Source: an optimization exercise on an open RTL-to-GDS flow (aim: small area, a short achievable clock period and few clock cycles per item). Production flows keep margins and buffers that such runs may drop. Power is estimated from default activity; no workload was simulated.

==> module s16_decoder, before the edit <==
module s16_decoder (
    input  wire        clk,
    input  wire        rst,         
    input  wire        in_valid,
    output wire        in_ready,
    input  wire [31:0] in_word,
    input  wire        in_first,    
    input  wire [15:0] in_len,      
    output reg         out_valid,
    input  wire        out_ready,
    output reg  [27:0] out_value,
    output reg         out_last
);
    function automatic [4:0] width_from_end(input [3:0] s, input [4:0] l);
        begin
            case (s)
                0:  width_from_end = 1;
                1:  width_from_end = (l < 14) ? 1 : 2;
                2:  width_from_end = (l < 7) ? 1 : (l < 14) ? 2 : 1;
                3:  width_from_end = (l < 7) ? 2 : 1;
                4:  width_from_end = 2;
                5:  width_from_end = (l < 8) ? 3 : 4;
                6:  width_from_end = (l < 3) ? 3 : (l < 7) ? 4 : 3;
                7:  width_from_end = 4;
                8:  width_from_end = (l < 2) ? 4 : 5;
                9:  width_from_end = (l < 4) ? 5 : 4;
                10: width_from_end = (l < 2) ? 5 : 6;
                11: width_from_end = (l < 3) ? 6 : 5;
                12: width_from_end = 7;
                13: width_from_end = (l < 2) ? 9 : 10;
                14: width_from_end = 14;
                default: width_from_end = 28;
            endcase
        end
    endfunction
    function automatic [4:0] first_width(input [3:0] s);
        begin
            case (s)
                0, 2, 3: first_width = 1;
                1, 4:    first_width = 2;
                6:       first_width = 3;
                5, 7, 9: first_width = 4;
                8, 11:   first_width = 5;
                10:      first_width = 6;
                12:      first_width = 7;
                13:      first_width = 10;
                14:      first_width = 14;
                default: first_width = 28;
            endcase
        end
    endfunction
    function automatic [4:0] slots_less_one(input [3:0] s);
        begin
            case (s)
                0:  slots_less_one = 27;
                1, 2, 3: slots_less_one = 20;
                4:  slots_less_one = 13;
                5:  slots_less_one = 8;
                6:  slots_less_one = 7;
                7:  slots_less_one = 6;
                8, 9: slots_less_one = 5;
                10, 11: slots_less_one = 4;
                12: slots_less_one = 3;
                13: slots_less_one = 2;
                14: slots_less_one = 1;
                default: slots_less_one = 0;
            endcase
        end
    endfunction
    function automatic [4:0] slots_less_two(input [3:0] s);
        begin
            case (s)
                0:  slots_less_two = 26;
                1, 2, 3: slots_less_two = 19;
                4:  slots_less_two = 12;
                5:  slots_less_two = 7;
                6:  slots_less_two = 6;
                7:  slots_less_two = 5;
                8, 9: slots_less_two = 4;
                10, 11: slots_less_two = 3;
                12: slots_less_two = 2;
                13: slots_less_two = 1;
                default: slots_less_two = 0;
            endcase
        end
    endfunction
    reg        busy;      
    reg [27:0] data;      
    reg [3:0]  wp;        
    reg [3:0]  sel;       
    reg [4:0]  left;      
    reg [15:0] rc;        
    reg        fresh;
    wire [3:0] in_sel = in_word[31:28];
    wire [4:0] wb = width_from_end(sel, left);    
    wire [4:0] wa = first_width(in_sel);
    wire out_free = !out_valid || out_ready;
    assign in_ready = !busy;
    wire accept = in_valid && !busy;
    wire go     = out_free && (busy || in_valid);
    wire load   = accept && in_first;
    wire [27:0] sh1 = wp[0] ? {data[27],    data[27:1]} : data;
    wire [27:0] sh2 = wp[1] ? {sh1[27:26],  sh1[27:2]}  : sh1;
    wire [27:0] sh4 = wp[2] ? {sh2[27:24],  sh2[27:4]}  : sh2;
    wire [27:0] t   = wp[3] ? {sh4[27:18],  sh4[25:8]}  : sh4;
    wire [27:0] src = busy ? t  : in_word[27:0];
    wire [4:0]  wn  = busy ? wb : wa;
    wire [27:0] v   = src & ~(28'hfffffff << wn);
    wire rc_one   = fresh ? (rc == 16'd1) : (rc == 16'd2);
    wire list_end = load ? (in_len == 16'd1) : rc_one;
    wire word_end = list_end || (busy ? (left == 5'd0) : (in_sel == 4'd15));
    always @(posedge clk) begin
        if (rst) begin
            busy      <= 1'b0;
            out_valid <= 1'b0;
        end else begin
            if (out_ready)
                out_valid <= 1'b0;
            if (go) begin
                out_valid <= 1'b1;
                busy      <= !word_end;
            end else if (accept) begin
                busy      <= 1'b1;
            end
        end
        if (go) begin
            out_value <= v;
            out_last  <= list_end;
        end
        if (!busy || go)
            data <= src;
        if (!busy) begin
            sel  <= in_sel;
            wp   <= go ? wa[3:0] : 4'd0;
            left <= go ? slots_less_two(in_sel) : slots_less_one(in_sel);
        end else if (go) begin
            wp   <= wb[3:0];
            left <= left - 5'd1;
        end
        if (load)
            rc <= in_len;
        else if (go && !fresh)
            rc <= rc - 16'd1;
        if (go)
            fresh <= 1'b0;
        else if (load)
            fresh <= 1'b1;
    end
endmodule
Settings: LEC_CHECK=0, CAP_MARGIN=20, CORE_MARGIN=2, CORE_UTILIZATION=65, SLEW_MARGIN=20; clock period 8.0 ns.
standard.sh (not shown) runs the stock make flow with config.mk's settings and CLKGATE_MAP_FILE= SYNTH_SCRIPT=/design/flow/synth_recipe.tcl, a recipe that flattens the netlist after the stock synthesis.
==> flow/flow/run.sh <==
#!/bin/bash
set -euo pipefail
bash standard.sh \
  "BUFFER_PORTS_ARGS=-buffer_cell sky130_fd_sc_hd__buf_1" \
  "SETUP_SLACK_MARGIN=5.35" \
  "CTS_ARGS=-sink_clustering_enable -repair_clock_nets -buf_list sky130_fd_sc_hd__clkbuf_8 -sink_clustering_size 30 -dont_use_dummy_load" \
  finish > standard.log 2>&1
Change:
--- a/flow/design.v
+++ b/flow/design.v
@@ -101,13 +101,38 @@
     wire load   = accept && in_first;
     wire [27:0] sh1 = wp[0] ? {data[27],    data[27:1]} : data;
     wire [27:0] sh2 = wp[1] ? {sh1[27:26],  sh1[27:2]}  : sh1;
     wire [27:0] sh4 = wp[2] ? {sh2[27:24],  sh2[27:4]}  : sh2;
     wire [27:0] t   = wp[3] ? {sh4[27:18],  sh4[25:8]}  : sh4;
-    wire [27:0] src = busy ? t  : in_word[27:0];
-    wire [4:0]  wn  = busy ? wb : wa;
-    wire [27:0] v   = src & ~(28'hfffffff << wn);
+    wire [27:0] src = busy ? t : in_word[27:0];
+    wire [3:0]  s   = in_sel;
+    wire [27:0] ma;
+    assign ma[0]     = 1'b1;
+    assign ma[1]     = s[3] | s[2] | (!s[1] & s[0]);
+    assign ma[2]     = s[3] | (s[2] & (s[1] | s[0]));
+    assign ma[3]     = s[3] | (s[2] & s[0]);
+    assign ma[4]     = s[3] & (s[2] | s[1] | !s[0]);
+    assign ma[5]     = s[3] & (s[2] | (s[1] & !s[0]));
+    assign ma[6]     = s[3] & s[2];
+    assign ma[9:7]   = {3{s[3] & s[2] & (s[1] | s[0])}};
+    assign ma[13:10] = {4{s[3] & s[2] & s[1]}};
+    assign ma[27:14] = {14{&s}};
+    wire wb_ge3 = wb[4] | wb[3] | wb[2];
+    wire wb_ge9 = wb[4] | wb[3];
+    wire [27:0] mb;
+    assign mb[0]     = 1'b1;
+    assign mb[1]     = wb_ge3 | wb[1];
+    assign mb[2]     = wb_ge3 | (wb[1] & wb[0]);
+    assign mb[3]     = wb_ge3;
+    assign mb[4]     = wb_ge9 | (wb[2] & (wb[1] | wb[0]));
+    assign mb[5]     = wb_ge9 | (wb[2] & wb[1]);
+    assign mb[6]     = wb_ge9 | (wb[2] & wb[1] & wb[0]);
+    assign mb[8:7]   = {2{wb_ge9}};
+    assign mb[9]     = wb[4] | (wb[3] & wb[1]);
+    assign mb[13:10] = {4{wb[4] | (wb[3] & wb[2])}};
+    assign mb[27:14] = {14{wb[4]}};
+    wire [27:0] v   = ({28{busy}} & mb & t) | ({28{!busy}} & ma & in_word[27:0]);
     wire rc_one   = fresh ? (rc == 16'd1) : (rc == 16'd2);
     wire list_end = load ? (in_len == 16'd1) : rc_one;
     wire word_end = list_end || (busy ? (left == 5'd0) : (in_sel == 4'd15));
     always @(posedge clk) begin
         if (rst) begin
Synthesized cell count is lower by 4.0%.
Wire length grows by 2.7%.
Design area shrinks by 3.5%.
Maximum frequency goes up by 14%.
Combinational power rose by about 30%.
Flip-flop and latch count is unchanged.
Sequential power climbs by 11%.
No run of this note included a check of the RTL's function; only the layout flow was run.

[what the ideal ports hide]
How much do the figures lean on ideal ports? The routed layouts below were timed once more, with nothing changed but the port constraints.
Step 1 (the two cells are an assumption about what drives the block):
set clk [get_ports {clk}]
set_driving_cell -lib_cell sky130_fd_sc_hd__clkbuf_16 $clk
set_driving_cell -lib_cell sky130_fd_sc_hd__buf_2 [delete_from_list [all_inputs] $clk]
Step 2 moves the port delays by t, midway between the first and last clock arrival at a register: inputs arrive t later, outputs are due t later. That takes back most of the time a late clock gives input paths.
Slacks: ideal / step 1 / step 2; pairs: ideal / step 1.
run	t, ns	setup WS [ns]	worst data-port slew with drivers (ns)
the first run	0.384	5.026 / 4.998 / 4.614	0.06
the second run	0.395	5.390 / 5.355 / 5.008	0.04
After both steps setup and hold are still met in every run listed. The setup slack of the first run, which loses most, moves by -0.028 ns with the drivers and by -0.412 ns with both steps.
